This design comes from an exercise in tuning for small area, a short achievable clock period and few clock cycles per item on the open sky130 flow, not from production work.
Only simulation tests tie the RTL to the original design; equivalence was not proved.
Power figures rest on the tool's default switching activity, not on a simulated workload.

Setup of rev 12:
// ppc_decode
module ppc_decode (
    input  wire         clk,
    input  wire         rst,         
    input  wire         wr_en,
    input  wire [7:0]   wr_addr,
    input  wire [31:0]  wr_data,
    output wire         busy,
    output wire [11:0]  status,
    output wire [31:0]  bits,
    output wire [127:0] fval,
    output wire [9:0]   cmdf
);
Size in the first run: roughly 4,400 cells after synthesis, ~230 I/O pins, ~66,000 µm² of cells after synthesis.
==> flow/config.mk <==
export PLATFORM = sky130hd
export DESIGN_NAME = ppc_decode
export DESIGN_NICKNAME = ppc_decode
export VERILOG_FILES = /design/flow/design.v
export SDC_FILE = /design/flow/constraint.sdc
export NUM_CORES = 4
export LEC_CHECK = 0
export CAP_MARGIN = 20
export CORE_MARGIN = 2
export CORE_UTILIZATION = 40
export CTS_CLUSTER_DIAMETER = 80
export CTS_CLUSTER_SIZE = 20
export PLACE_DENSITY = 0.6
export SLEW_MARGIN = 20
export TNS_END_PERCENT = 10
==> flow/constraint.sdc <==
create_clock -name core_clock -period 10.0 [get_ports {clk}]
set_input_delay 2.0000 -clock core_clock [delete_from_list [all_inputs] [get_ports {clk}]]
set_output_delay 2.0000 -clock core_clock [all_outputs]
set_load 0.01 [all_outputs]
standard.sh (not shown) runs the stock make flow with config.mk's settings and CLKGATE_MAP_FILE= SYNTH_SCRIPT=/design/flow/synth_recipe.tcl, a recipe that flattens the netlist after the stock synthesis.
==> flow/flow/run.sh <==
#!/bin/bash
# Standard ORFS layout (the standard.sh), with the timing repair steps
# asked to leave a larger setup margin so that they size the design for a
# shorter period than the 10 ns clock requires. Constraints are unchanged.
set -euo pipefail
export SETUP_SLACK_MARGIN=${SETUP_MARGIN_NS:-6.6}
bash standard.sh > orfs_make.log 2>&1
Rev 12: done, clean on timing, DRC and antenna
Testbench counts of rev 12, summed over its fixed seeds: cycles 21,268, decodes 384.
Modified inputs, rev 13 compared to rev 12
- swapping 20 for 24 in CTS_CLUSTER_SIZE
==> flow/flow/run.sh <==
#!/bin/bash
# Standard ORFS layout (the standard.sh), with the timing repair steps
# asked to leave a larger setup margin so that they size the design for a
# shorter period than the 10 ns clock requires. Constraints are unchanged.
set -euo pipefail
export SETUP_SLACK_MARGIN=${SETUP_MARGIN_NS:-7}
bash standard.sh > orfs_make.log 2>&1
Notes after the runs:
- Summary — portion of the layout cell area used by clock cells, rev 13 relative to rev 12: lower, by 0.18 points.
- Of rev 13 and rev 12, the run reporting the lower initial antenna violation count was rev 12.
- In rev 13, register share of the cell area is lower than in rev 12.
- Cmp rev 13 and rev 12 / part of the total power dissipated in the clock network / higher: rev 12
- Re highest ir drop seen on vdd: rev 12 was higher than rev 13.
- In rev 13 relative to rev 12, count of buffers not belonging to the clock network in the layout had gone up by more than a quarter.


ppc_decode again, from the RTL that the note above started with.
// ppc_decode
module ppc_decode (
    input  wire         clk,
    input  wire         rst,         
    input  wire         wr_en,
    input  wire [7:0]   wr_addr,
    input  wire [31:0]  wr_data,
    output wire         busy,
    output wire [11:0]  status,
    output wire [31:0]  bits,
    output wire [127:0] fval,
    output wire [9:0]   cmdf
);
    localparam [3:0] R_NONE = 4'd0, R_OK = 4'd1, R_LEN = 4'd2,
                     R_BADDESC = 4'd7, R_BADCMD = 4'd8;
    integer i;
    reg        lock;
    reg [6:0]  rxlen;
    reg [6:0]  d_rawlen;
    reg [5:0]  d_bitlen;
    reg        d_order;
    reg        d_half;
    reg [7:0]  d_sentinel;
    reg        d_st_en;
    reg        d_st_w2;
    reg [5:0]  d_st_pos;
    reg [15:0] d_sab  [0:3];     
    reg        f_en   [0:3];
    reg        f_kind [0:3];
    reg [5:0]  f_start[0:3];
    reg [5:0]  f_end  [0:3];
    reg        e_valid[0:7];
    reg [1:0]  e_field[0:7];
    reg [31:0] e_value[0:7];
    reg [31:0] e_pat  [0:7];
    reg [7:0]  raw    [0:63];
    reg        t_len;            
    reg        t_f  [0:3];       
    reg        t_st;             
    reg        t_e  [0:7];       
    reg [3:0]  res_code;
    reg        res_wenum;
  ...
==> flow/config.mk <==
export PLATFORM = sky130hd
export DESIGN_NAME = ppc_decode
export DESIGN_NICKNAME = ppc_decode
export VERILOG_FILES = /design/flow/design.v
export SDC_FILE = /design/flow/constraint.sdc
export NUM_CORES = 4
export LEC_CHECK = 0
export CAP_MARGIN = 20
export CORE_MARGIN = 2
export CORE_UTILIZATION = 40
export CTS_BUF_LIST = sky130_fd_sc_hd__clkbuf_8 sky130_fd_sc_hd__clkbuf_16
export CTS_CLUSTER_DIAMETER = 80
export CTS_CLUSTER_SIZE = 24
export PLACE_DENSITY = 0.6
export SLEW_MARGIN = 20
export TNS_END_PERCENT = 10
==> flow/constraint.sdc <==
create_clock -name core_clock -period 10.0 [get_ports {clk}]
set_input_delay 2.0000 -clock core_clock [delete_from_list [all_inputs] [get_ports {clk}]]
set_output_delay 2.0000 -clock core_clock [all_outputs]
set_load 0.01 [all_outputs]
==> flow/flow/run.sh <==
#!/bin/bash
# Standard ORFS layout (the standard.sh), with the timing repair steps
# asked to leave a larger setup margin so that they size the design for a
# shorter period than the 10 ns clock requires. Constraints are unchanged.
set -euo pipefail
export SETUP_SLACK_MARGIN=${SETUP_MARGIN_NS:-7}
bash standard.sh > orfs_make.log 2>&1
The first run produced a clean layout.
Testbench counts at the start, summed over its fixed seeds: cycles 21,268, decodes 384.
Then changed:
- CTS_BUF_LIST: sky130_fd_sc_hd__clkbuf_8 sky130_fd_sc_hd__clkbuf_16 -> unset
- CTS_CLUSTER_SIZE: 24 -> 20
The new run completed without violations.
Worst setup slack loses 0.0093 ns.
Synthesized cell count stays the same.
Total power increases by 0.97%.
Final area stays flat.
Register-to-register slack is worse by 0.07 ns.
Final cell count goes up by 0.60%.
Global-route usage stays flat.
Flip-flop and latch count stays the same.
Count of clock-buffer cells in the layout rose by 51.
Then changed:
- CTS_CLUSTER_DIAMETER: 80 -> 100
- CTS_CLUSTER_SIZE: 20 -> 26
Result: Sequential power hardly moves; clock-buffer cell count shrinks by 33; hold slack gains 0.0084 ns; register-to-register slack gains 0.08 ns; routed wire length shrinks slightly.
Then changed:
- CORE_UTILIZATION: 40 -> 55
- PLACE_DENSITY: 0.6 -> 0.7
Utilization is higher by 17 points.
Worst setup slack got worse by 0.015 ns.
Cell count is lower by 8.2%.
Synthesized cell count is unchanged.
Count of clock-buffer cells in the layout came out higher by 2.
Fmax came out lower by 0.43%.

==> what the ideal ports hide <==
The results above use ideal ports. As a check the final layouts listed here were re-extracted and re-timed, cells and wires unchanged. Step 1: set_driving_cell puts a clkbuf_16 on clk and a buf_2 on each other input, an assumption about the parent block. Step 2 also shifts input and output timing later by t, the mid clock arrival at the registers, as if the neighbouring blocks saw the same clock. Slacks: ideal / step 1 / step 2; pairs: ideal / step 1.
| run | t, ns | setup WS [ns] | worst data-port slew with drivers (ns) |
|---|---|---|---|
| rev 12 | 0.824 | 6.453 / 6.377 / 5.757 | 0.14 |
| rev 13 | 0.829 | 6.618 / 6.528 / 5.875 | 0.12 |
| the first run of note 2 | 0.828 | 6.618 / 6.528 / 5.876 | 0.12 |
| the second run of note 2 | 0.839 | 6.608 / 6.516 / 5.807 | 0.11 |
| the third run of note 2 | 0.821 | 6.588 / 6.496 / 5.880 | 0.11 |
| the fourth run of note 2 | 0.757 | 6.573 / 6.510 / 5.753 | 0.25 |
After both steps setup and hold are still met in every run listed. For the fourth run of note 2, which loses most, drivers alone change the setup slack by -0.063 ns; drivers and shift together by -0.820 ns.
